What follows belongs to an exercise in optimizing a design on an open flow for small area, a short achievable clock period and few clock cycles per item; a production flow would make more cautious choices.
Where RTL was checked, it was by simulation tests only, not by an equivalence proof against the original.
For runs 2 to 4, only the layout was checked, not whether the RTL still works.

==> flow/design.v, too long to show whole: its modules and the start of the top module <==
// module snow3g_f9hash: 139 lines
// module gf64mul_s1: 1134 lines
// module gf64mul_s2: 407 lines
module snow3g_f9hash (
    input  wire        clk,
    input  wire        rst,           
    input  wire        start_valid,
    output wire        start_ready,
    input  wire [63:0] p,
    input  wire [63:0] q,
    input  wire [31:0] z5,
    input  wire [15:0] len,           
    input  wire        blk_valid,
    output wire        blk_ready,
    input  wire [63:0] blk,
    output wire        res_valid,
    input  wire        res_ready,
    output wire [63:0] eval,
    output wire [31:0] maci
);
  // ...
==> flow/flow/run.sh <==
#!/bin/bash
# The standard layout (the standard.sh: ORFS with the standard synthesis),
# with one change: the buffers that buffer_ports puts on every input and output
# port are sky130_fd_sc_hd__buf_1 instead of the delay cell
# sky130_fd_sc_hd__clkdlybuf4s50_1 that the resizer picks by default.
# The full output of the make run goes to flow_make.log in the work folder;
# each ORFS step also keeps its own log under orfs/logs/.
set -euo pipefail
export BUFFER_PORTS_ARGS="-buffer_cell sky130_fd_sc_hd__buf_1"
bash standard.sh finish > flow_make.log 2>&1
==> flow/standard.sh <==
#!/bin/bash
# synth_recipe.tcl (not shown) runs the flow's synth.tcl, then flattens the netlist and writes it again
# the make line also repeats each setting of config.mk as NAME=value (left out here)
make -C /OpenROAD-flow-scripts/flow DESIGN_CONFIG=/design/flow/config.mk WORK_HOME=/design/flow/orfs CLKGATE_MAP_FILE= SYNTH_SCRIPT=/design/flow/synth_recipe.tcl "${@:-finish}"
==> flow/config.mk <==
export PLATFORM = sky130hd
export DESIGN_NAME = snow3g_f9hash
export DESIGN_NICKNAME = snow3g_f9hash
export VERILOG_FILES = /design/flow/design.v
export SDC_FILE = /design/flow/constraint.sdc
export NUM_CORES = 4
export LEC_CHECK = 0
export CAP_MARGIN = 20
export CORE_MARGIN = 2
export CORE_UTILIZATION = 40
export CTS_CLUSTER_DIAMETER = 60
export CTS_CLUSTER_SIZE = 20
export PLACE_DENSITY = 0.6
export SETUP_SLACK_MARGIN = 2.25
export SLEW_MARGIN = 20
==> flow/constraint.sdc <==
create_clock -name core_clock -period 5.0 [get_ports {clk}]
set_input_delay 1.0000 -clock core_clock [delete_from_list [all_inputs] [get_ports {clk}]]
set_output_delay 1.0000 -clock core_clock [all_outputs]
set_load 0.01 [all_outputs]
==> load_flow_metrics.sql, run 1 <==
INSERT INTO impl_metrics (metric_group, metric, value, unit) VALUES
('worst_setup_path', 'rr_endpoint', 'x[57]', ''),
('clocking', 'holdBufCountCts', '0', ''),
('grt', 'grt_antenna_before_repair', '11', ''),
('timing', 'final.period_utilization', '0.5778', ''),
('final_layout', 'nonClockInverterCount', '7', ''),
('yosys', 'post-synth-top-area-cell', 'sky130_fd_sc_hd__xnor2_1', ''),
('yosys', 'synth_area_in_adders', '0.0009488', ''),
('route', 'number_of_drc_violations_after_detailed_routing', '0', ''),
('hold_path', 'hold_path.class', 'register to register', ''),
('timing', 'finalHoldViolCount', '0', ''),
('placed_design', 'io_buffer_count', '343', ''),
('timing', 'fin_setup_tns', '0', 'ps'),
('yosys', 'synth_flop_cell', 'sky130_fd_sc_hd__dfxtp_1', ''),
('placed_design', 'gpl_wtd_cong', '1.065', ''),
('clocking', 'post_cts_resize_count', '304', ''),
('die', 'starting_density_of_the_core', '0.4023', ''),
('timing', 'fin_ws', '2111', 'ps'),
('final_layout', 'seq_area', '0.01704', 'mm^2'),
('yosys', 'yosys.area.top_type_share', '0.3253', ''),
('clocking', 'worst_skew_pair.late_latency', '730', 'ps'),
('yosys', 'synth.cell_area', '0.05275', 'mm^2'),
('yosys', 'synth_common_cells', 'sky130_fd_sc_hd__xnor2_1, sky130_fd_sc_hd__nor2_1, sky130_fd_sc_hd__nand2_1', ''),
('route', 'wl_met3', '31320', 'um'),
('die', 'die_height', '367.2', 'um'),
('run_status', 'run_status', 'no timing/DRC/antenna violations', ''),
('route', 'number_of_routed_nets_with_antenna_violations', '0', ''),
('worst_setup_path', 'cp.required', '5590', 'ps'),
('final_layout', 'multiInputGateArea', '0.03785', 'mm^2'),
('die', 'pin_count', '344', ''),
('route', 'detail_route.vias_per_cell', '5.393', ''),
('clocking', 'htreeDepth', '3', ''),
('grt', 'global_route.usage.met1', '0.4484', ''),
('grt', 'top_usage_layer_grt', 'met2', ''),
('timing', 'least_margin_pin_slew', '1138', 'ps');
Testbench counts, summed over its fixed seeds: cycles 1,921, blocks 1,787.
==> module snow3g_f9hash, before the edit <==
module snow3g_f9hash (
    input  wire        clk,
    input  wire        rst,           
    input  wire        start_valid,
    output wire        start_ready,
    input  wire [63:0] p,
    input  wire [63:0] q,
    input  wire [31:0] z5,
    input  wire [15:0] len,           
    input  wire        blk_valid,
    output wire        blk_ready,
    input  wire [63:0] blk,
    output wire        res_valid,
    input  wire        res_ready,
    output wire [63:0] eval,
    output wire [31:0] maci
);
    localparam [2:0] ST_IDLE = 3'd0;    
    localparam [2:0] ST_BLK  = 3'd1;    
    localparam [2:0] ST_FIN1 = 3'd2;    
    localparam [2:0] ST_FIN2 = 3'd3;    
    localparam [2:0] ST_FW0  = 3'd4;    
    localparam [2:0] ST_FW1  = 3'd5;    
    function [63:0] gf_sq(input [63:0] a);
        reg [127:0] t;
        integer i;
        begin
            t = 128'd0;
            for (i = 0; i < 64; i = i + 1)
                t[2 * i] = a[i];
            for (i = 126; i >= 64; i = i - 1)
                if (t[i])
                    t[i - 64 +: 5] = t[i - 64 +: 5] ^ 5'h1B;
            gf_sq = t[63:0];
        end
    endfunction
    reg [2:0]   state;
    reg [63:0]  x;              
    reg [63:0]  k_r;            
    reg [278:0] mid;            
    reg [63:0]  p_r, q_r;
    reg [31:0]  z5_r;
    reg [15:0]  len_r;
    reg [10:0]  blocks_left;    
    reg         need;           
    reg         slot;           
    reg         fresh1, fresh2; 
    reg         ev1, ev;        
    reg         rv;             
    reg [63:0]  eval_r;
    reg [31:0]  z5_o;           
    wire [278:0] mid_n;
    wire [63:0]  prod;
    gf64mul_s1 u_s1 (.a(x), .b(k_r), .m(mid_n));
    gf64mul_s2 u_s2 (.m(mid), .r(prod));
    wire [63:0] prod_c = (fresh1 | fresh2) ? 64'd0 : prod;
    wire [63:0] p_sq   = gf_sq(p_r);
    wire [10:0] n_blocks = {1'b0, len[15:6]} + {10'd0, |len[5:0]};
    reg         last_blk;       
    wire [5:0]  tail     = len_r[5:0];
    wire [63:0] tailmask = (tail == 6'd0) ? {64{1'b1}} : ~({64{1'b1}} >> tail);
    wire [63:0] blk_m    = last_blk ? (blk & tailmask) : blk;
    reg sr_r, br_r;
    wire go = sr_r && (state != ST_IDLE);    
    assign start_ready = sr_r;
    assign blk_ready   = br_r;
    assign res_valid   = rv;
    assign eval        = eval_r;
    assign maci        = eval_r[63:32] ^ z5_o;
    wire take_start = start_valid && sr_r;
    wire take_blk   = blk_valid && br_r;
    reg [2:0] state_n;
    reg       rv_n, ev1_n, ev_n, slot_n, need_n;
    always @* begin
        case (state)
            ST_BLK:  state_n = (take_blk && last_blk) ? ST_FIN1 : ST_BLK;
            ST_FIN1: state_n = ST_FIN2;
            ST_FIN2: state_n = go ? ST_IDLE : ST_FW0;
            ST_FW0:  state_n = ST_FW1;
            ST_FW1:  state_n = go ? ST_IDLE : ST_FW0;
            default: state_n = ST_IDLE;
        endcase
        if (take_start)
            state_n = (len == 16'd0) ? ST_FIN1 : ST_BLK;
        rv_n   = ev || (rv && !res_ready);
        ev1_n  = go;
        ev_n   = ev1;
        slot_n = take_start ? 1'b0 : ~slot;
        need_n = take_start ? 1'b0 : (need ^ take_blk);
        if (rst) begin
            state_n = ST_IDLE;
            rv_n    = 1'b0;
            ev1_n   = 1'b0;
            ev_n    = 1'b0;
        end
    end
    wire sr_n = (state_n == ST_IDLE) ||
                (((state_n == ST_FIN2) || (state_n == ST_FW1)) && !rv_n && !ev1_n && !ev_n);
    wire br_n = (state_n == ST_BLK) && (slot_n == need_n);
    wire [63:0] k_next = take_blk ? (last_blk ? p_r : p_sq) :
                         go       ? q_r : 64'd1;
    wire [63:0] x_add = (state == ST_BLK)  ? (take_blk ? blk_m : 64'd0) :
                        (state == ST_FIN1) ? {48'd0, len_r} :
                        (state == ST_FIN2) ? x : 64'd0;
    always @(posedge clk) begin
        mid    <= mid_n;
        k_r    <= k_next;
        x      <= prod_c ^ x_add;
        state  <= state_n;
        rv     <= rv_n;
        ev1    <= ev1_n;
        ev     <= ev_n;
        slot   <= slot_n;
        need   <= need_n;
        sr_r   <= sr_n;
        br_r   <= br_n;
        fresh1 <= take_start && !rst;
        fresh2 <= fresh1;
        if (!rst) begin
            if (ev) begin
                eval_r <= prod;
            end
            if (go)
                z5_o   <= z5_r;
            if (take_blk) begin
                blocks_left <= blocks_left - 11'd1;
                last_blk    <= (blocks_left == 11'd2);
            end
            if (take_start) begin
                p_r         <= p;
                q_r         <= q;
                z5_r        <= z5;
                len_r       <= len;
                blocks_left <= n_blocks;
                last_blk    <= (n_blocks == 11'd1);
            end
        end
    end
endmodule
==> run 2: changes to the inputs <==
--- a/flow/design.v
+++ b/flow/design.v
@@ -19,8 +19,7 @@
     localparam [2:0] ST_BLK  = 3'd1;    
     localparam [2:0] ST_FIN1 = 3'd2;    
     localparam [2:0] ST_FIN2 = 3'd3;    
-    localparam [2:0] ST_FW0  = 3'd4;    
-    localparam [2:0] ST_FW1  = 3'd5;    
+    localparam [2:0] ST_FIN  = 3'd4;    
     function [63:0] gf_sq(input [63:0] a);
         reg [127:0] t;
         integer i;
@@ -45,10 +44,10 @@
     reg         need;           
     reg         slot;           
     reg         fresh1, fresh2; 
-    reg         ev1, ev;        
+    reg         ev;             
     reg         rv;             
     reg [63:0]  eval_r;
-    reg [31:0]  z5_o;           
+    reg [31:0]  maci_r;
     wire [278:0] mid_n;
     wire [63:0]  prod;
     gf64mul_s1 u_s1 (.a(x), .b(k_r), .m(mid_n));
@@ -56,83 +55,78 @@
     wire [63:0] prod_c = (fresh1 | fresh2) ? 64'd0 : prod;
     wire [63:0] p_sq   = gf_sq(p_r);
     wire [10:0] n_blocks = {1'b0, len[15:6]} + {10'd0, |len[5:0]};
-    reg         last_blk;       
+    wire        last_blk = (blocks_left == 11'd1);
     wire [5:0]  tail     = len_r[5:0];
     wire [63:0] tailmask = (tail == 6'd0) ? {64{1'b1}} : ~({64{1'b1}} >> tail);
     wire [63:0] blk_m    = last_blk ? (blk & tailmask) : blk;
-    reg sr_r, br_r;
-    wire go = sr_r && (state != ST_IDLE);    
-    assign start_ready = sr_r;
-    assign blk_ready   = br_r;
+    wire go = (state == ST_FIN) && !rv;
+    assign start_ready = (state == ST_IDLE) || go;
+    assign blk_ready   = (state == ST_BLK) && (slot == need);
     assign res_valid   = rv;
     assign eval        = eval_r;
-    assign maci        = eval_r[63:32] ^ z5_o;
-    wire take_start = start_valid && sr_r;
-    wire take_blk   = blk_valid && br_r;
-    reg [2:0] state_n;
-    reg       rv_n, ev1_n, ev_n, slot_n, need_n;
-    always @* begin
-        case (state)
-            ST_BLK:  state_n = (take_blk && last_blk) ? ST_FIN1 : ST_BLK;
-            ST_FIN1: state_n = ST_FIN2;
-            ST_FIN2: state_n = go ? ST_IDLE : ST_FW0;
-            ST_FW0:  state_n = ST_FW1;
-            ST_FW1:  state_n = go ? ST_IDLE : ST_FW0;
-            default: state_n = ST_IDLE;
-        endcase
-        if (take_start)
-            state_n = (len == 16'd0) ? ST_FIN1 : ST_BLK;
-        rv_n   = ev || (rv && !res_ready);
-        ev1_n  = go;
-        ev_n   = ev1;
-        slot_n = take_start ? 1'b0 : ~slot;
-        need_n = take_start ? 1'b0 : (need ^ take_blk);
-        if (rst) begin
-            state_n = ST_IDLE;
-            rv_n    = 1'b0;
-            ev1_n   = 1'b0;
-            ev_n    = 1'b0;
-        end
-    end
-    wire sr_n = (state_n == ST_IDLE) ||
-                (((state_n == ST_FIN2) || (state_n == ST_FW1)) && !rv_n && !ev1_n && !ev_n);
-    wire br_n = (state_n == ST_BLK) && (slot_n == need_n);
-    wire [63:0] k_next = take_blk ? (last_blk ? p_r : p_sq) :
-                         go       ? q_r : 64'd1;
-    wire [63:0] x_add = (state == ST_BLK)  ? (take_blk ? blk_m : 64'd0) :
-                        (state == ST_FIN1) ? {48'd0, len_r} :
-                        (state == ST_FIN2) ? x : 64'd0;
+    assign maci        = maci_r;
+    wire take_start = start_valid && start_ready;
+    wire take_blk   = blk_valid && blk_ready;
     always @(posedge clk) begin
-        mid    <= mid_n;
-        k_r    <= k_next;
-        x      <= prod_c ^ x_add;
-        state  <= state_n;
-        rv     <= rv_n;
-        ev1    <= ev1_n;
-        ev     <= ev_n;
-        slot   <= slot_n;
-        need   <= need_n;
-        sr_r   <= sr_n;
-        br_r   <= br_n;
-        fresh1 <= take_start && !rst;
+        mid <= mid_n;
+        slot   <= ~slot;
+        fresh1 <= 1'b0;
         fresh2 <= fresh1;
-        if (!rst) begin
+        if (rst) begin
+            state <= ST_IDLE;
+            rv    <= 1'b0;
+            ev    <= 1'b0;
+        end else begin
+            if (rv && res_ready)
+                rv <= 1'b0;
+            ev <= go;
             if (ev) begin
                 eval_r <= prod;
+                maci_r <= prod[63:32] ^ maci_r;
+                rv     <= 1'b1;
             end
-            if (go)
-                z5_o   <= z5_r;
-            if (take_blk) begin
-                blocks_left <= blocks_left - 11'd1;
-                last_blk    <= (blocks_left == 11'd2);
-            end
+            case (state)
+                ST_BLK: begin
+                    if (take_blk) begin
+                        x           <= prod_c ^ blk_m;
+                        k_r         <= last_blk ? p_r : p_sq;
+                        need        <= ~need;
+                        blocks_left <= blocks_left - 11'd1;
+                        if (last_blk)
+                            state <= ST_FIN1;
+                    end else begin
+                        x   <= prod_c;
+                        k_r <= 64'd1;
+                    end
+                end
+                ST_FIN1: begin
+                    x     <= prod_c ^ {48'd0, len_r};
+                    k_r   <= 64'd1;
+                    state <= ST_FIN2;
+                end
+                ST_FIN2: begin
+                    x     <= prod_c ^ x;
+                    k_r   <= q_r;
+                    state <= ST_FIN;
+                end
+                ST_FIN: begin
+                    if (!rv) begin
+                        maci_r <= z5_r;
+                        state  <= ST_IDLE;
+                    end
+                end
+                default: ;
+            endcase
             if (take_start) begin
                 p_r         <= p;
                 q_r         <= q;
                 z5_r        <= z5;
                 len_r       <= len;
                 blocks_left <= n_blocks;
-                last_blk    <= (n_blocks == 11'd1);
+                need        <= 1'b0;
+                slot        <= 1'b0;
+                fresh1      <= 1'b1;
+                state       <= (n_blocks == 11'd0) ? ST_FIN1 : ST_BLK;
             end
         end
     end
==> flow/run.sh (new file) <==
#!/bin/bash
# synth_recipe.tcl (not shown) runs the flow's synth.tcl, then flattens the netlist and writes it again
# the make line also repeats each setting of config.mk as NAME=value (left out here)
make -C /OpenROAD-flow-scripts/flow DESIGN_CONFIG=/design/flow/config.mk WORK_HOME=/design/flow/orfs CLKGATE_MAP_FILE= SYNTH_SCRIPT=/design/flow/synth_recipe.tcl finish
--- a/flow/config.mk
+++ b/flow/config.mk
@@ -8,8 +8,5 @@
 export CAP_MARGIN = 20
 export CORE_MARGIN = 2
 export CORE_UTILIZATION = 40
-export CTS_CLUSTER_DIAMETER = 60
-export CTS_CLUSTER_SIZE = 20
 export PLACE_DENSITY = 0.6
-export SETUP_SLACK_MARGIN = 2.25
 export SLEW_MARGIN = 20
removed: flow/flow/run.sh
removed: flow/standard.sh
==> run 2 against run 1 <==
Still clean on timing, DRC and antenna. Core utilization decreased by 1.4 points. Wire length is 0.43% lower. Critical path depth rose by 2. Sequential cell count shrank 4. Largest cell class unchanged. Highest routed layer unchanged.
==> load_flow_metrics.sql, run 2 <==
INSERT INTO impl_metrics (metric_group, metric, value, unit) VALUES
('clocking', 'clock_tree.root_cell', 'sky130_fd_sc_hd__clkbuf_16', ''),
('grt', 'first_global_vias', '42871', ''),
('run_status', 'run_status', 'no timing/DRC/antenna violations', ''),
('final_layout', 'flow.area_growth_from_synthesis', '18.22', '%'),
('route', 'iteration_0_drc_markers', '5894', ''),
('route', 'routedWlPerCell', '27.41', 'um'),
('worst_setup_path', 'chain_of_cells_forming_the_critical_path', 'xnor3_2 -> xnor3_2 -> xnor2_2 -> xnor2_1 -> xnor2_2 -> xnor2_1 -> nand2_1 -> xor2_1', ''),
('timing', 'holdWs', '400.0', 'ps'),
('worst_setup_path', 'ff2ff_setup_slack', '1000', 'ps'),
('route', 'detail_route.vias_per_cell', '5.331', ''),
('timing', 'setup_viol', '0', ''),
('grt', 'grt_pass1_wl', '323100', 'um'),
('worst_setup_path', 'crit_path_class', 'register to register', ''),
('hold_path', 'hold_start', 'fresh1', ''),
('worst_setup_path', 'slowest_stage_cell_crit_path', 'sky130_fd_sc_hd__xnor2_1', ''),
('yosys', 'synth.area.top_cells', 'sky130_fd_sc_hd__xnor2_1, sky130_fd_sc_hd__edfxtp_1, sky130_fd_sc_hd__dfxtp_1', ''),
('final_layout', 'layout.nets', '6827', ''),
('worst_setup_path', 'cp.required', '5430', 'ps'),
('placed_design', 'place_worst_setup_slack', '1174', 'ps'),
('route', 'final_wirelength', '231100', 'um'),
('yosys', 'yosysMostFrequentCell', 'sky130_fd_sc_hd__xnor2_1', ''),
('worst_setup_path', 'slowest_stage_delay_cp', '920', 'ps'),
('yosys', 'synthesis.area_per_instance', '8.901', 'um^2'),
('timing', 'fin_setup_tns', '0', 'ps'),
('timing', 'least_margin_pin_slew', '1349', 'ps'),
('yosys', 'ys_async_sr_fraction', '0', ''),
('grt', 'pin_count_of_the_biggest_net_entering_global_routing', '146', ''),
('yosys', 'synth_seq_cells', '699', ''),
('timing', 'drv_slew', '0', ''),
('clocking', 'tritoncts', 'yes', ''),
('timing', 'rsz0062_at_grt', 'no', ''),
('die', 'num_rows', '135', ''),
('yosys', 'post_synth_inst_count', '6112', ''),
('yosys', 'synth.cell_area', '0.05440', 'mm^2'),
('clocking', 'worst_skew_pair.late_latency', '720', 'ps'),
('route', 'number_of_drc_violations_after_detailed_routing', '0', ''),
('final_layout', 'final_cell_mix', 'sky130_fd_sc_hd__xnor2_1, sky130_fd_sc_hd__nor2_1, sky130_fd_sc_hd__nand2_1', ''),
('yosys', 'ys_warns', '1', ''),
('die', 'fp.dieW', '372.8', 'um'),
('placed_design', 'post_dp_cell_area', '0.06153', 'mm^2'),
('die', 'core', '0.1353', 'mm^2'),
('worst_setup_path', 'worst_ep_arrival_time', '4430', 'ps'),
('final_layout', 'fin_area', '0.06431', 'mm^2'),
('placed_design', 'detailedPlacementHpwl', '181300', 'um'),
('clocking', 'post_cts_resize_count', '0', ''),
('worst_setup_path', 'timing.critical_path.from_type', 'register', ''),
('yosys', 'synth_common_cells', 'sky130_fd_sc_hd__xnor2_1, sky130_fd_sc_hd__nor2_1, sky130_fd_sc_hd__nand2_1', ''),
('job', 'max_cap_viol_count', '0', ''),
('route', 'drt_first_pass_iters', '6', ''),
('yosys', 'yosysSeqAreaShare', '0.3330', ''),
('final_layout', 'seq_area', '0.01812', 'mm^2'),
('clocking', 'path_clk_slew', '60', 'ps'),
('worst_setup_path', 'critical_path.reg2reg.startpoint', 'mid[141]', ''),
('worst_setup_path', 'crit_fanout', '4', ''),
('placed_design', 'gpl_wtd_cong', '1.038', ''),
('timing', 'final.period_utilization', '0.7993', ''),
('die', 'starting_density_of_the_core', '0.4021', ''),
('timing', 'layout_min_cycle_time', '3996', 'ps'),
('die', 'pin_count', '344', ''),
('final_layout', 'most_frequent_standard_cell_in_the_layout_excluding_fill_and_tap_cells', 'sky130_fd_sc_hd__xnor2_1', ''),
('grt', 'grtUsageTotal', '0.3237', ''),
('grt', 'grt_antenna_before_repair', '18', ''),
('clocking', 'htreeDepth', '3', ''),
('hold_path', 'hold_path.class', 'register to register', ''),
('yosys', 'number_of_synthesized_flops_with_an_enable_pin', '412', ''),
('route', 'number_of_routed_nets_with_antenna_violations', '0', ''),
('clocking', 'tritoncts.num_buffers', '82', ''),
('die', 'die_height', '372.8', 'um'),
('final_layout', 'regMostFlops', 'mid', ''),
('grt', 'gr-total-overflow', '0', ''),
('clocking', 'clock_sinks', '699', ''),
('timing', 'fin_skew', '38.97', 'ps'),
('clocking', 'holdBufCountCts', '0', ''),
('clocking', 'clockBufferDepth', '3', ''),
('yosys', 'synthDistinctLibCells', '54', ''),
('die', 'die-area', '0.1390', 'mm^2'),
('worst_setup_path', 'crit_path_end_kind', 'register', ''),
('final_layout', 'num-fill-cells', '12857', ''),
('yosys', 'synth_flop_cell', 'sky130_fd_sc_hd__edfxtp_1', ''),
('yosys', 'post-synth-top-area-cell', 'sky130_fd_sc_hd__xnor2_1', ''),
('worst_setup_path', 'startpoint', 'mid[141]', ''),
('final_layout', 'multiInputGateArea', '0.03540', 'mm^2'),
('timing', 'max_freq', '250.2', 'MHz'),
('final_layout', 'flip_flop_count_of_the_largest_register_all_copies_and_words_added', '279', ''),
('timing', 'fin_ws', '1004', 'ps'),
('route', 'vias', '44941', ''),
('clocking', 'post-cts-setup-buffer-count', '0', ''),
('timing', 'finalHoldViolCount', '0', ''),
('yosys', 'yosys.area.top_type_share', '0.3151', ''),
('timing', 'timing.max_slew.rel_slack', '0.09447', ''),
('yosys', 'synthesized_net_count', '6361', ''),
('final_layout', 'post_route_cells_drive_above_1_share', '0.08455', ''),
('placed_design', 'io_buffer_count', '343', '');
run 2: final timing paths:
path,endpoint,cells after the start
min,fresh2,0
max reg2reg,x[18],8
min reg2reg,fresh2,0
max,x[18],8
run 2: metrics by stage:
step	utilization	instances
2_1_floorplan	-	6112
3_3_place_gp	0.4545	8273
3_5_place_dp	0.4548	8275
4_1_cts	0.4751	8428
5_1_grt	0.4753	8428
6_report	0.4753	8430
run 2: kinds of logic after synthesis:
family | synth area share
AND/OR/NAND/NOR | 0.1521
adder cells (fa/ha/maj) | 0.0009200
multiplexers | 0.003565
AO/OA/AOI/OAI | 0.03185
buffers and inverters | 0.01893
XOR/XNOR | 0.4596
flip-flops | 0.3330
run 2: per-layer routing:
metal	up-vias	GRT usage	share of wire
met3	495	0.09115	0.12
met4	14	0.1522	0.055
li1	20113	-	-
met5	-	0	0.00044
met2	2703	0.4799	0.42
met1	21616	0.4337	0.40
run 2: final cells by class:
| cell class | count | share of cell area |
|---|---|---|
| Multi-Input combinational cell | 5142 | 0.5504 |
| Inverter | 10 | 0.0005837 |
| Tap cell | 1781 | 0.03465 |
| Clock buffer | 101 | 0.03479 |
| Clock inverter | 52 | 0.008055 |
| Timing Repair Buffer | 643 | 0.08969 |
| Antenna cell | 2 | 0.00007782 |
| Sequential cell | 699 | 0.2817 |
run 2: worst max-delay path, delay by kind of cell (launching register included):
family | cells | cell delay, ps
and+or+nand+nor | 1 | 160
xor gates and xnor gates | 7 | 2830
DFF | 1 | 720
==> run 3: changes to the inputs <==
--- a/flow/design.v
+++ b/flow/design.v
@@ -44,7 +44,7 @@
     reg         need;           
     reg         slot;           
     reg         fresh1, fresh2; 
-    reg         ev;             
+    reg         ev1, ev;        
     reg         rv;             
     reg [63:0]  eval_r;
     reg [31:0]  maci_r;
@@ -59,7 +59,7 @@
     wire [5:0]  tail     = len_r[5:0];
     wire [63:0] tailmask = (tail == 6'd0) ? {64{1'b1}} : ~({64{1'b1}} >> tail);
     wire [63:0] blk_m    = last_blk ? (blk & tailmask) : blk;
-    wire go = (state == ST_FIN) && !rv;
+    wire go = ((state == ST_FIN2) || (state == ST_FIN)) && !rv && !ev1 && !ev;
     assign start_ready = (state == ST_IDLE) || go;
     assign blk_ready   = (state == ST_BLK) && (slot == need);
     assign res_valid   = rv;
@@ -75,11 +75,13 @@
         if (rst) begin
             state <= ST_IDLE;
             rv    <= 1'b0;
+            ev1   <= 1'b0;
             ev    <= 1'b0;
         end else begin
             if (rv && res_ready)
                 rv <= 1'b0;
-            ev <= go;
+            ev1 <= go;
+            ev  <= ev1;
             if (ev) begin
                 eval_r <= prod;
                 maci_r <= prod[63:32] ^ maci_r;
@@ -108,9 +110,13 @@
                     x     <= prod_c ^ x;
                     k_r   <= q_r;
                     state <= ST_FIN;
+                    if (go) begin
+                        maci_r <= z5_r;
+                        state  <= ST_IDLE;
+                    end
                 end
                 ST_FIN: begin
-                    if (!rv) begin
+                    if (go) begin
                         maci_r <= z5_r;
                         state  <= ST_IDLE;
                     end
--- a/flow/config.mk
+++ b/flow/config.mk
@@ -9,4 +9,5 @@
 export CORE_MARGIN = 2
 export CORE_UTILIZATION = 40
 export PLACE_DENSITY = 0.6
+export SETUP_SLACK_MARGIN = 1.5
 export SLEW_MARGIN = 20
==> run 3 against run 2 <==
Still clean. Sequential share of layout area fell by 0.38 points. Cell count increased by 1.0%. Register-to-register slack improved by 400 ps.
==> load_flow_metrics.sql, run 3 <==
INSERT INTO impl_metrics (metric_group, metric, value, unit) VALUES
('run_status', 'run_status', 'no timing/DRC/antenna violations', ''),
('route', 'detail_route.vias_per_cell', '5.393', ''),
('worst_setup_path', 'crit_path_end_kind', 'register', ''),
('timing', 'finalHoldViolCount', '0', ''),
('yosys', 'post-synth-top-area-cell', 'sky130_fd_sc_hd__xnor2_1', ''),
('grt', 'first_global_vias', '42946', ''),
('yosys', 'yosysMostFrequentCell', 'sky130_fd_sc_hd__xnor2_1', ''),
('timing', 'least_margin_pin_slew', '1347', 'ps'),
('die', 'fp.dieW', '372.7', 'um'),
('yosys', 'xor_xnor_share_of_the_synthesized_area', '0.4604', ''),
('die', 'die-area', '0.1389', 'mm^2'),
('yosys', 'synth_seq_cells', '700', ''),
('yosys', 'synthDistinctLibCells', '56', ''),
('yosys', 'yosys.area.top_type_share', '0.3208', ''),
('worst_setup_path', 'crit_path_class', 'register to register', ''),
('timing', 'fin_skew', '36.62', 'ps'),
('clocking', 'tritoncts', 'yes', ''),
('worst_setup_path', 'timing.critical_path.from_type', 'register', ''),
('grt', 'grt_antenna_before_repair', '20', ''),
('yosys', 'synth.area.top_cells', 'sky130_fd_sc_hd__xnor2_1, sky130_fd_sc_hd__edfxtp_1, sky130_fd_sc_hd__dfxtp_1', ''),
('final_layout', 'most_frequent_standard_cell_in_the_layout_excluding_fill_and_tap_cells', 'sky130_fd_sc_hd__xnor2_1', ''),
('worst_setup_path', 'cp.required', '5450', 'ps'),
('route', 'routedWlPerCell', '29.08', 'um'),
('worst_setup_path', 'crit_fanout', '4', ''),
('final_layout', 'post_route_cells_drive_above_1_share', '0.09526', ''),
('route', 'final_wirelength', '247700', 'um'),
('placed_design', 'placed_cells', '8327', ''),
('die', 'die_height', '372.7', 'um'),
('die', 'pin_count', '344', ''),
('grt', 'grt_pass1_wl', '342700', 'um'),
('clocking', 'holdBufCountCts', '0', ''),
('timing', 'timing.max_slew.rel_slack', '0.09522', ''),
('yosys', 'yosysSeqAreaShare', '0.3335', ''),
('route', 'number_of_routed_nets_with_antenna_violations', '0', ''),
('final_layout', 'flow.area_growth_from_synthesis', '20.01', '%'),
('final_layout', 'final_cell_mix', 'sky130_fd_sc_hd__xnor2_1, sky130_fd_sc_hd__nor2_1, sky130_fd_sc_hd__nand2_1', ''),
('yosys', 'synth_area_in_adders', '0.0009202', ''),
('final_layout', 'flip_flop_count_of_the_largest_register_all_copies_and_words_added', '279', ''),
('grt', 'grtUsageTotal', '0.3473', ''),
('timing', 'setup_viol', '0', ''),
('die', 'num_rows', '135', ''),
('route', 'number_of_drc_violations_after_detailed_routing', '0', ''),
('timing', 'layout_min_cycle_time', '3594', 'ps'),
('clocking', 'worst_skew_pair.late_latency', '720', 'ps'),
('timing', 'rsz0062_at_grt', 'yes', ''),
('timing', 'fin_setup_tns', '0', 'ps'),
('clocking', 'path_clk_slew', '70', 'ps'),
('yosys', 'synth.mux.area_fraction', '0.003359', ''),
('route', 'drt_first_pass_iters', '6', ''),
('yosys', 'post_synth_inst_count', '6120', ''),
('yosys', 'synth_compound_area_frac', '0.03094', ''),
('yosys', 'ys_warns', '1', ''),
('die', 'core', '0.1351', 'mm^2'),
('yosys', 'synthesized_net_count', '6369', ''),
('timing', 'max_freq', '278.2', 'MHz'),
('yosys', 'number_of_synthesized_flops_with_an_enable_pin', '412', ''),
('route', 'vias', '45941', ''),
('hold_path', 'hold_path.class', 'register to register', ''),
('timing', 'final.period_utilization', '0.7188', ''),
('yosys', 'synth_simple_gate_area_share', '0.1527', ''),
('yosys', 'synthesis.area_per_instance', '8.887', 'um^2'),
('yosys', 'ys_async_sr_fraction', '0', ''),
('yosys', 'synth_flop_cell', 'sky130_fd_sc_hd__edfxtp_1', ''),
('final_layout', 'regMostFlops', 'mid', ''),
('placed_design', 'gpl_wtd_cong', '1.055', ''),
('job', 'max_cap_viol_count', '0', ''),
('grt', 'pin_count_of_the_biggest_net_entering_global_routing', '124', ''),
('clocking', 'clockBufferDepth', '3', ''),
('yosys', 'synth_top_family_by_area', 'XOR/XNOR gates', ''),
('clocking', 'tritoncts.num_buffers', '85', ''),
('placed_design', 'io_buffer_count', '343', ''),
('clocking', 'htreeDepth', '3', ''),
('final_layout', 'final_cell_count_no_fill', '8518', ''),
('yosys', 'synth_common_cells', 'sky130_fd_sc_hd__xnor2_1, sky130_fd_sc_hd__nor2_1, sky130_fd_sc_hd__nand2_1', ''),
('route', 'iteration_0_drc_markers', '6253', ''),
('placed_design', 'detailedPlacementHpwl', '192700', 'um'),
('clocking', 'clock_tree.root_cell', 'sky130_fd_sc_hd__clkbuf_16', ''),
('die', 'starting_density_of_the_core', '0.4025', ''),
('yosys', 'synth.cell_area', '0.05439', 'mm^2'),
('timing', 'drv_slew', '0', ''),
('worst_setup_path', 'worst_ep_arrival_time', '4040', 'ps'),
('final_layout', 'layout.nets', '6906', ''),
('clocking', 'clock_sinks', '700', ''),
('grt', 'gr-total-overflow', '0', '');
==> run 3: changes by cell type after synthesis, moves of 13 or more <==
cell / previous run / this run
sky130_fd_sc_hd__a21oi_1: 85 / 110
sky130_fd_sc_hd__nand2_1: 762 / 742
sky130_fd_sc_hd__buf_1: 59 / 43
sky130_fd_sc_hd__clkbuf_1: 192 / 173
sky130_fd_sc_hd__xnor2_2: 90 / 74
sky130_fd_sc_hd__xnor2_1: 1957 / 1992
sky130_fd_sc_hd__nand3_1: 19 / 6
sky130_fd_sc_hd__o21ai_0: 131 / 105
sky130_fd_sc_hd__buf_2: 10 / 28
sky130_fd_sc_hd__nor2_1: 1313 / 1359
==> run 3: through the flow <==
step / setup WS [ps] / instance area [um^2] / hold WS (ps) / util
2_1_floorplan: 342.3 / 54460 / 331.7 / -
3_3_place_gp: 811.1 / 61730 / 378.3 / 0.4568
3_5_place_dp: 864.5 / 61770 / 383.7 / 0.4571
4_1_cts: 1490 / 64880 / 386.8 / 0.4801
5_1_grt: 1415 / 65250 / 395.8 / 0.4829
6_report: 1406 / 65270 / 383.7 / 0.4830
==> run 3: path summary, 6_finish.rpt <==
kind,slack (ps),start,to,cells past startpoint
setup / recovery,1410,mid[142],x[21],8
hold / removal,380,fresh1,fresh2,0
setup reg to reg,1410,mid[142],x[21],8
hold reg to reg,380,fresh1,fresh2,0
==> run 3: layout make-up <==
cell class | instances | area (um^2)
clock inverter | 51 | 544.3
multi-input combinational | 5167 | 35870
timing repair buffer | 694 | 6167
inverter | 9 | 33.78
antenna | 8 | 20.02
clock buffer | 108 | 2266
tap | 1781 | 2228
sequential | 700 | 18140
fill | 12832 | 69860
==> run 3: cell families after synthesis <==
family	after synthesis
AO/OA/AOI/OAI	292
XOR/XNOR	2689
adder cells (fa/ha/maj)	4
buffers and inverters	254
flip-flops	700
multiplexers	18
AND/OR/NAND/NOR	2163
==> run 3: routing by layer <==
metal  share of wire  global-route usage  vias to the layer above
met5         0.00056                   0                        -
met4           0.066              0.1883                       20
met3            0.11             0.08244                      572
met2            0.42              0.5076                     2812
met1            0.40              0.4716                    22248
li1                -                   -                    20289
==> run 3: critical path, cell delays in order, from the launching register on <==
cell and delay, ps:
sky130_fd_sc_hd__dfxtp_1 600, sky130_fd_sc_hd__xnor3_1 700, sky130_fd_sc_hd__xor2_4 390, sky130_fd_sc_hd__xor2_1 310
sky130_fd_sc_hd__xnor2_1 230, sky130_fd_sc_hd__xnor2_1 140, sky130_fd_sc_hd__xnor2_1 360, sky130_fd_sc_hd__nand2_1 330
sky130_fd_sc_hd__xor2_1 240
==> run 3: timing repair <==
item                       4_1_cts  5_1_grt
gates cloned                     1        0
gates resized for setup         30       30
pin swaps                        3        1
setup endpoints to repair       47       29
setup buffers                   10       13
==> run 4: changes to the inputs <==
--- a/flow/design.v
+++ b/flow/design.v
@@ -67,8 +67,12 @@
     assign maci        = maci_r;
     wire take_start = start_valid && start_ready;
     wire take_blk   = blk_valid && blk_ready;
+    wire [63:0] k_next = (state != ST_BLK) ? q_r :
+                         !take_blk         ? 64'd1 :
+                         last_blk          ? p_r : p_sq;
     always @(posedge clk) begin
         mid <= mid_n;
+        k_r <= k_next;
         slot   <= ~slot;
         fresh1 <= 1'b0;
         fresh2 <= fresh1;
@@ -91,24 +95,20 @@
                 ST_BLK: begin
                     if (take_blk) begin
                         x           <= prod_c ^ blk_m;
-                        k_r         <= last_blk ? p_r : p_sq;
                         need        <= ~need;
                         blocks_left <= blocks_left - 11'd1;
                         if (last_blk)
                             state <= ST_FIN1;
                     end else begin
                         x   <= prod_c;
-                        k_r <= 64'd1;
                     end
                 end
                 ST_FIN1: begin
                     x     <= prod_c ^ {48'd0, len_r};
-                    k_r   <= 64'd1;
                     state <= ST_FIN2;
                 end
                 ST_FIN2: begin
                     x     <= prod_c ^ x;
-                    k_r   <= q_r;
                     state <= ST_FIN;
                     if (go) begin
                         maci_r <= z5_r;
--- a/flow/config.mk
+++ b/flow/config.mk
@@ -9,5 +9,5 @@
 export CORE_MARGIN = 2
 export CORE_UTILIZATION = 40
 export PLACE_DENSITY = 0.6
-export SETUP_SLACK_MARGIN = 1.5
+export SETUP_SLACK_MARGIN = 2.5
 export SLEW_MARGIN = 20
==> run 4 against run 3 <==
Still clean on timing, DRC and antenna. Non-clock buffer count grew 585. Core utilization grew 11 points. Critical path type is now register to primary output. Highest routed layer unchanged.
==> load_flow_metrics.sql, run 4 <==
INSERT INTO impl_metrics (metric_group, metric, value, unit) VALUES
('run_status', 'run_status', 'no timing/DRC/antenna violations', ''),
('yosys', 'yosysSeqAreaShare', '0.3247', ''),
('hold_path', 'hold_path.class', 'register to register', ''),
('yosys', 'yosys.area.top_type_share', '0.3182', ''),
('worst_setup_path', 'chain_of_cells_forming_the_critical_path', 'or3_4 -> nor3_4 -> nor2_2 -> o21bai_4 -> buf_6', ''),
('route', 'top_layer', 'met5', ''),
('yosys', 'synthesized_net_count', '6363', ''),
('worst_setup_path', 'crit_fanout', '5', ''),
('yosys', 'synth_top_family_by_area', 'XOR/XNOR gates', ''),
('timing', 'fin_setup_tns', '0', 'ps'),
('die', 'fp.dieW', '371.1', 'um'),
('yosys', 'ys_warns', '1', ''),
('timing', 'final.period_utilization', '0.5958', ''),
('yosys', 'synth_simple_gate_area_share', '0.1537', ''),
('yosys', 'xor_xnor_share_of_the_synthesized_area', '0.4667', ''),
('yosys', 'synthDistinctLibCells', '58', ''),
('clocking', 'worst_skew_pair.late_latency', '730', 'ps'),
('yosys', 'post_synth_inst_count', '6114', ''),
('yosys', 'synth.cell_area', '0.05389', 'mm^2'),
('worst_setup_path', 'crit_path_end_kind', 'primary output', ''),
('placed_design', 'io_buffer_count', '343', ''),
('worst_setup_path', 'timing.critical_path.from_type', 'register', ''),
('timing', 'fin_ws', '2021', 'ps'),
('route', 'number_of_drc_violations_after_detailed_routing', '0', ''),
('die', 'pin_count', '344', ''),
('worst_setup_path', 'crit_buf_inv', '1', ''),
('yosys', 'number_of_synthesized_flops_with_an_enable_pin', '348', ''),
('clocking', 'tritoncts.num_buffers', '83', ''),
('worst_setup_path', 'slowest_stage_cell_crit_path', 'sky130_fd_sc_hd__or3_4', ''),
('yosys', 'yosysMostFrequentCell', 'sky130_fd_sc_hd__xnor2_1', ''),
('route', 'final_wirelength', '256600', 'um'),
('die', 'die_height', '371.1', 'um'),
('yosys', 'synth.mux.area_fraction', '0.003784', ''),
('timing', 'rsz0062_at_grt', 'yes', ''),
('route', 'vias', '49658', ''),
('clocking', 'htreeDepth', '3', ''),
('grt', 'grtUsageTotal', '0.3514', ''),
('clocking', 'path_clk_slew', '60', 'ps'),
('clocking', 'holdBufCountCts', '0', ''),
('timing', 'fin_skew', '49.56', 'ps'),
('timing', 'drv_slew', '0', ''),
('final_layout', 'layout.nets', '7481', ''),
('final_layout', 'most_frequent_standard_cell_in_the_layout_excluding_fill_and_tap_cells', 'sky130_fd_sc_hd__xnor2_1', ''),
('final_layout', 'post_route_cells_drive_above_1_share', '0.2846', ''),
('timing', 'max_freq', '335.7', 'MHz'),
('job', 'max_cap_viol_count', '0', ''),
('route', 'number_of_routed_nets_with_antenna_violations', '0', ''),
('worst_setup_path', 'worst_ep_arrival_time', '1980', 'ps'),
('route', 'drt_first_pass_iters', '6', ''),
('yosys', 'synth.area.top_cells', 'sky130_fd_sc_hd__xnor2_1, sky130_fd_sc_hd__edfxtp_1, sky130_fd_sc_hd__dfxtp_1', ''),
('clocking', 'tritoncts', 'yes', ''),
('clocking', 'clock_sinks', '700', ''),
('route', 'routedWlPerCell', '28.29', 'um'),
('timing', 'setup_viol', '0', ''),
('clocking', 'clockBufferDepth', '3', ''),
('route', 'detail_route.vias_per_cell', '5.475', ''),
('die', 'num_rows', '134', ''),
('timing', 'timing.max_slew.rel_slack', '0.1244', ''),
('die', 'core', '0.1336', 'mm^2'),
('grt', 'grt_pass1_wl', '341900', 'um'),
('final_layout', 'flip_flop_count_of_the_largest_register_all_copies_and_words_added', '279', ''),
('yosys', 'post-synth-top-area-cell', 'sky130_fd_sc_hd__xnor2_1', ''),
('placed_design', 'detailedPlacementHpwl', '185800', 'um'),
('route', 'wl_met3', '31880', 'um'),
('yosys', 'synth_seq_cells', '700', ''),
('yosys', 'ys_async_sr_fraction', '0', ''),
('worst_setup_path', 'cp.required', '4000', 'ps'),
('grt', 'gr-total-overflow', '0', ''),
('grt', 'first_global_vias', '44858', ''),
('grt', 'pin_count_of_the_biggest_net_entering_global_routing', '66', ''),
('final_layout', 'regMostFlops', 'mid', ''),
('timing', 'layout_min_cycle_time', '2979', 'ps'),
('route', 'wl_met2', '108000', 'um'),
('worst_setup_path', 'crit_path_class', 'register to primary output', ''),
('placed_design', 'gpl_wtd_cong', '1.047', ''),
('die', 'die-area', '0.1377', 'mm^2'),
('clocking', 'clock_tree.root_cell', 'sky130_fd_sc_hd__clkbuf_16', ''),
('worst_setup_path', 'slowest_stage_delay_cp', '440', 'ps'),
('grt', 'grt_antenna_before_repair', '20', ''),
('yosys', 'synth_common_cells', 'sky130_fd_sc_hd__xnor2_1, sky130_fd_sc_hd__nor2_1, sky130_fd_sc_hd__nand2_1', ''),
('yosys', 'synth_flop_cell', 'sky130_fd_sc_hd__dfxtp_1', ''),
('timing', 'least_margin_pin_slew', '1302', 'ps'),
('yosys', 'synth_compound_area_frac', '0.03172', ''),
('final_layout', 'final_cell_mix', 'sky130_fd_sc_hd__xnor2_1, sky130_fd_sc_hd__nor2_1, sky130_fd_sc_hd__nand2_1', ''),
('die', 'starting_density_of_the_core', '0.4033', ''),
('final_layout', 'final_core_utilization', '0.5923', ''),
('yosys', 'synthesis.area_per_instance', '8.814', 'um^2'),
('timing', 'finalHoldViolCount', '0', ''),
('final_layout', 'flow.area_growth_from_synthesis', '46.86', '%'),
('worst_setup_path', 'worst_path_dominant_cell_family', 'simple AND/OR/NAND/NOR gates', ''),
('route', 'iteration_0_drc_markers', '7021', ''),
('route', 'wl_met1', '97540', 'um'),
('yosys', 'synth_area_in_adders', '0.0009287', ''),
('placed_design', 'place_worst_setup_slack', '944.9', 'ps');
-- run 4: cell types whose count changed in the layout (fill, tap and decap cells not counted), sizes merged, moves of 35 or more --
cell	before	now
buf	351	937
clkdlybuf4s50	342	237
dfxtp	288	352
dlygate4sd2	1	84
edfxtp	412	348
nor2	1359	1316
o21ai	107	142
-- run 4: stage by stage --
stage                     instances  hold slack, ps  area [um^2]
after detailed placement       8266           386.7        61120
final                          9070           407.4        79140
after floorplan                6114           331.7        54090
after global placement         8266           377.6        61100
after CTS                      8741           401.4        72220
after global routing           9069           420.6        79140
-- run 4: path summary, 6_finish.rpt --
path	slack, ps	end	cells past startpoint	startpoint
setup / recovery	2020	start_ready	5	ev1
hold / removal	410	fresh2	0	fresh1
setup reg to reg	2080	x[9]	9	mid[101]
hold reg to reg	410	fresh2	0	fresh1
-- run 4: area by class of cell --
type / count / area, um^2
inverter: 9 / 37.54
tap: 1768 / 2212
clock inverter: 47 / 511.7
multi-input combinational: 5159 / 43690
fill: 10795 / 54480
antenna: 1 / 2.502
clock buffer: 107 / 2237
timing repair buffer: 1279 / 12780
sequential: 700 / 17670
-- run 4: repair_timing --
item	4_1_cts	5_1_grt
endpoints found under the setup margin	735	307
buffers inserted	315	315
gates cloned	6	13
resized for setup	978	677
pin swaps	291	411
-- run 4: kinds of logic (layout without fill, tap and decap cells) --
logic type	count (synthesis)	after routing
fa+ha+maj	4	4
buf+inv	259	1442
compound gates	295	295
simple gates	2161	2165
other cells	0	1
flops	700	700
xor+xnor	2675	2675
mux	20	20
-- run 4: routing by layer --
metal,track usage,up-vias
met5,0,-
met4,0.1960,18
met3,0.08847,735
met2,0.5170,3533
met1,0.4692,23993
li1,-,21379

-- port drivers added, routing unchanged --
Ports are ideal in the flow. The routed layouts listed here were re-timed in OpenROAD.
Step 1 sets driving cells, clkbuf_16 on the clock port and buf_2 on the other inputs (assumed; they add their load-dependent delay and slew).
Step 2 times the ports against the registers' clock, not the clock port: input delays grow and output delays shrink by t, the midpoint of the rising clock arrivals with the driver on.
Slacks: ideal / step 1 / step 2; pairs: ideal / step 1.
| run | t, ns | setup slack, ns | hold slack, ns | clock arrival spread, ns |
|---|---|---|---|---|
| run 1 | 0.788 | 2.111 / 2.111 / 1.547 | 0.389 / 0.380 / 0.389 | 0.041 / 0.041 |
| run 2 | 0.776 | 1.004 / 1.004 / 0.931 | 0.400 / 0.400 / 0.400 | 0.039 / 0.039 |
| run 3 | 0.790 | 1.406 / 1.406 / 1.232 | 0.384 / 0.384 / 0.384 | 0.036 / 0.037 |
| run 4 | 0.786 | 2.021 / 1.935 / 1.599 | 0.407 / 0.407 / 0.407 | 0.050 / 0.051 |
After both steps setup and hold are still met in every run listed. For run 1, which loses most, drivers alone change the setup slack by 0.000 ns; drivers and shift together by -0.564 ns.
